This is an optimization exercise on Yosys and OpenROAD, whose aim is small area, a short achievable clock period and few clock cycles per item, not a production implementation.
At most, simulation tests tie the RTL to the original design; equivalence was not proved.

==> inputs of build 75 <==
==> flow/design.v <==
module wib_expander (
    input  wire        clk,
    input  wire        rst,         
    input  wire        in_valid,
    output wire        in_ready,
    input  wire [63:0] in_data,
    output wire        out_valid,
    input  wire        out_ready,
    output wire [63:0] out_data,
    output wire        out_last     
);
    reg  [4:0]  wcnt;       
    reg  [1:0]  ph;         
    reg         hdr;        
    reg  [15:0] x, y;       
    wire [15:0] c0 = in_data[15:0];
    wire [15:0] c1 = in_data[31:16];
    wire [15:0] c2 = in_data[47:32];
    wire [15:0] c3 = in_data[63:48];
    assign out_valid = in_valid & ~hdr;
    assign in_ready  = hdr | (out_ready & (ph != 2'd2));
    assign out_last  = (ph == 2'd3) & (wcnt == 5'd29);
    reg [15:0] s0, s1, s2;
    always @(*) begin
        case (ph)
            2'd0: begin s0 = c0; s1 = c1; s2 = c2; end
            2'd1: begin s0 = x;  s1 = c0; s2 = c1; end
            2'd2: begin s0 = y;  s1 = x;  s2 = c0; end
            default: begin s0 = c1; s1 = c2; s2 = c3; end
        endcase
    end
    wire [47:0] d = {s2, s1, s0};
    assign out_data = {4'h0, d[47:36], 4'h0, d[35:24], 4'h0, d[23:12], 4'h0, d[11:0]};
    wire in_fire  = in_valid & in_ready;
    wire out_fire = in_valid & ~hdr & out_ready;
    wire [4:0] wnext = (wcnt == 5'd29) ? 5'd0 : wcnt + 5'd1;
    always @(posedge clk) begin
        if (in_valid & out_ready) begin
            x <= c3;
            y <= c2;
        end
    end
    always @(posedge clk) begin
        if (rst) begin
            wcnt <= 5'd0;
            ph   <= 2'd0;
            hdr  <= 1'b1;
        end else begin
            if (in_fire) begin
                wcnt <= wnext;
                hdr  <= (wnext <= 5'd3) | (wnext == 5'd16) | (wnext == 5'd17);
            end
            if (out_fire)
                ph <= ph + 2'd1;
        end
    end
endmodule
==> flow/run.sh <==
#!/bin/bash
# synth_recipe.tcl (not shown) runs the flow's synth.tcl, then flattens the netlist and writes it again
# the make line also repeats each setting of config.mk as NAME=value (left out here)
make -C /OpenROAD-flow-scripts/flow DESIGN_CONFIG=/design/flow/config.mk WORK_HOME=/design/flow/orfs CLKGATE_MAP_FILE= SYNTH_SCRIPT=/design/flow/synth_recipe.tcl finish
==> flow/config.mk <==
export PLATFORM = sky130hd
export DESIGN_NAME = wib_expander
export DESIGN_NICKNAME = wib_expander
export VERILOG_FILES = /design/flow/design.v
export SDC_FILE = /design/flow/constraint.sdc
export NUM_CORES = 4
export LEC_CHECK = 0
export CAP_MARGIN = 20
export CORE_MARGIN = 2
export CORE_UTILIZATION = 40
export SETUP_SLACK_MARGIN = 1.4
export SLEW_MARGIN = 20
==> flow/constraint.sdc <==
create_clock -name core_clock -period 4.0 [get_ports {clk}]
set_input_delay 0.8000 -clock core_clock [delete_from_list [all_inputs] [get_ports {clk}]]
set_output_delay 0.8000 -clock core_clock [all_outputs]
set_load 0.01 [all_outputs]
==> build 19 (differences from build 75) <==
==> flow/design.v, changed modules only <==
module wib_expander (
    input  wire        clk,
    input  wire        rst,         
    input  wire        in_valid,
    output wire        in_ready,
    input  wire [63:0] in_data,
    output wire        out_valid,
    input  wire        out_ready,
    output wire [63:0] out_data,
    output wire        out_last     
);
    reg  [3:0]  ph;         
    reg         hdr;        
    reg  [1:0]  hcnt;       
    reg  [2:0]  grp;        
    reg  [15:0] x, y;       
    wire [15:0] c0 = in_data[15:0];
    wire [15:0] c1 = in_data[31:16];
    wire [15:0] c2 = in_data[47:32];
    wire [15:0] c3 = in_data[63:48];
    assign out_valid = in_valid & ~hdr;
    assign in_ready  = hdr | (out_ready & ~ph[2]);
    assign out_last  = ph[3] & (grp == 3'd7);
    wire [15:0] s0 = ({16{ph[0]}} & c0) | ({16{ph[1]}} & x)  | ({16{ph[2]}} & y)  | ({16{ph[3]}} & c1);
    wire [15:0] s1 = ({16{ph[0]}} & c1) | ({16{ph[1]}} & c0) | ({16{ph[2]}} & x)  | ({16{ph[3]}} & c2);
    wire [15:0] s2 = ({16{ph[0]}} & c2) | ({16{ph[1]}} & c1) | ({16{ph[2]}} & c0) | ({16{ph[3]}} & c3);
    wire [47:0] d = {s2, s1, s0};
    assign out_data = {4'h0, d[47:36], 4'h0, d[35:24], 4'h0, d[23:12], 4'h0, d[11:0]};
    wire out_fire = in_valid & ~hdr & out_ready;
    always @(posedge clk) begin
        if (in_valid & out_ready) begin
            x <= c3;
            y <= c2;
        end
    end
    always @(posedge clk) begin
        if (rst) begin
            ph   <= 4'b0001;
            hdr  <= 1'b1;
            hcnt <= 2'd3;
            grp  <= 3'd0;
        end else begin
            if (hdr) begin
                if (in_valid) begin
                    hcnt <= hcnt - 2'd1;
                    if (hcnt == 2'd0)
                        hdr <= 1'b0;
                end
            end else if (out_fire) begin
                ph <= {ph[2:0], ph[3]};
                if (ph[3]) begin
                    grp <= grp + 3'd1;
                    if (grp[1:0] == 2'd3) begin
                        hdr  <= 1'b1;
                        hcnt <= grp[2] ? 2'd3 : 2'd1;
                    end
                end
            end
        end
    end
endmodule
==> flow/flow/run.sh (new file) <==
#!/bin/bash
# Standard layout, with the port buffers that buffer_ports inserts made of
# sky130_fd_sc_hd__buf_1 instead of the cell it picks by default.
set -euo pipefail
export BUFFER_PORTS_ARGS="-buffer_cell sky130_fd_sc_hd__buf_1"
bash standard.sh > standard.log 2>&1
==> flow/standard.sh (new file) <==
#!/bin/bash
# synth_recipe.tcl (not shown) runs the flow's synth.tcl, then flattens the netlist and writes it again
# the make line also repeats each setting of config.mk as NAME=value (left out here)
make -C /OpenROAD-flow-scripts/flow DESIGN_CONFIG=/design/flow/config.mk WORK_HOME=/design/flow/orfs CLKGATE_MAP_FILE= SYNTH_SCRIPT=/design/flow/synth_recipe.tcl "${@:-finish}"
SETUP_SLACK_MARGIN = 1.7   (was 1.4)
removed: flow/run.sh
==> build 96 (differences from build 75) <==
SETUP_SLACK_MARGIN = 1.6   (was 1.4)
==> comparison <==
Build 75 finished clean. Build 19 produced a clean layout. Build 96 passed the timing, DRC and antenna checks.
Non-clock buffer count: build 19 < build 75 < build 96.
In build 19 the critical path depth is lower than in build 75, by 2.
Between build 19 and build 96, the lower routed wire length is in build 19 (gap 18%, measured against build 96).
Sequential share of layout area, lowest first: build 96, build 75, build 19.
Testbench counts of build 19, summed over its fixed seeds: cycles 19,456, frames 512.
Only the layout flow was run in build 75 and build 96; the RTL was not checked for function there.

-- port drivers added, routing unchanged --
Ports are ideal in the flow. The routed layouts listed here were re-timed in OpenROAD. Step 1 sets driving cells, clkbuf_16 on the clock port and buf_2 on the other inputs (assumed; they add their load-dependent delay and slew). Step 2, shift: input delay + t, output delay - t, t = (earliest + latest rising clock arrival at the registers) / 2. This alone moves slack from input paths to output paths. Slacks: ideal ports / drivers / drivers and shift; pairs: ideal ports / drivers.
run | t, ns | setup WS [ns] | worst slew at a driven data input, ns | cell pins on the clock port's net
build 75 | 0.329 | 1.440 / 1.408 / 1.421 | 0.06 | 1
build 19 | 0.320 | 1.805 / 1.777 / 1.805 | 0.04 | 1
build 96 | 0.331 | 1.312 / 1.280 / 1.291 | 0.05 | 1
After both steps setup and hold are still met in every run listed. The setup slack of build 96, which loses most, moves by -0.032 ns with the drivers and by -0.021 ns with both steps.
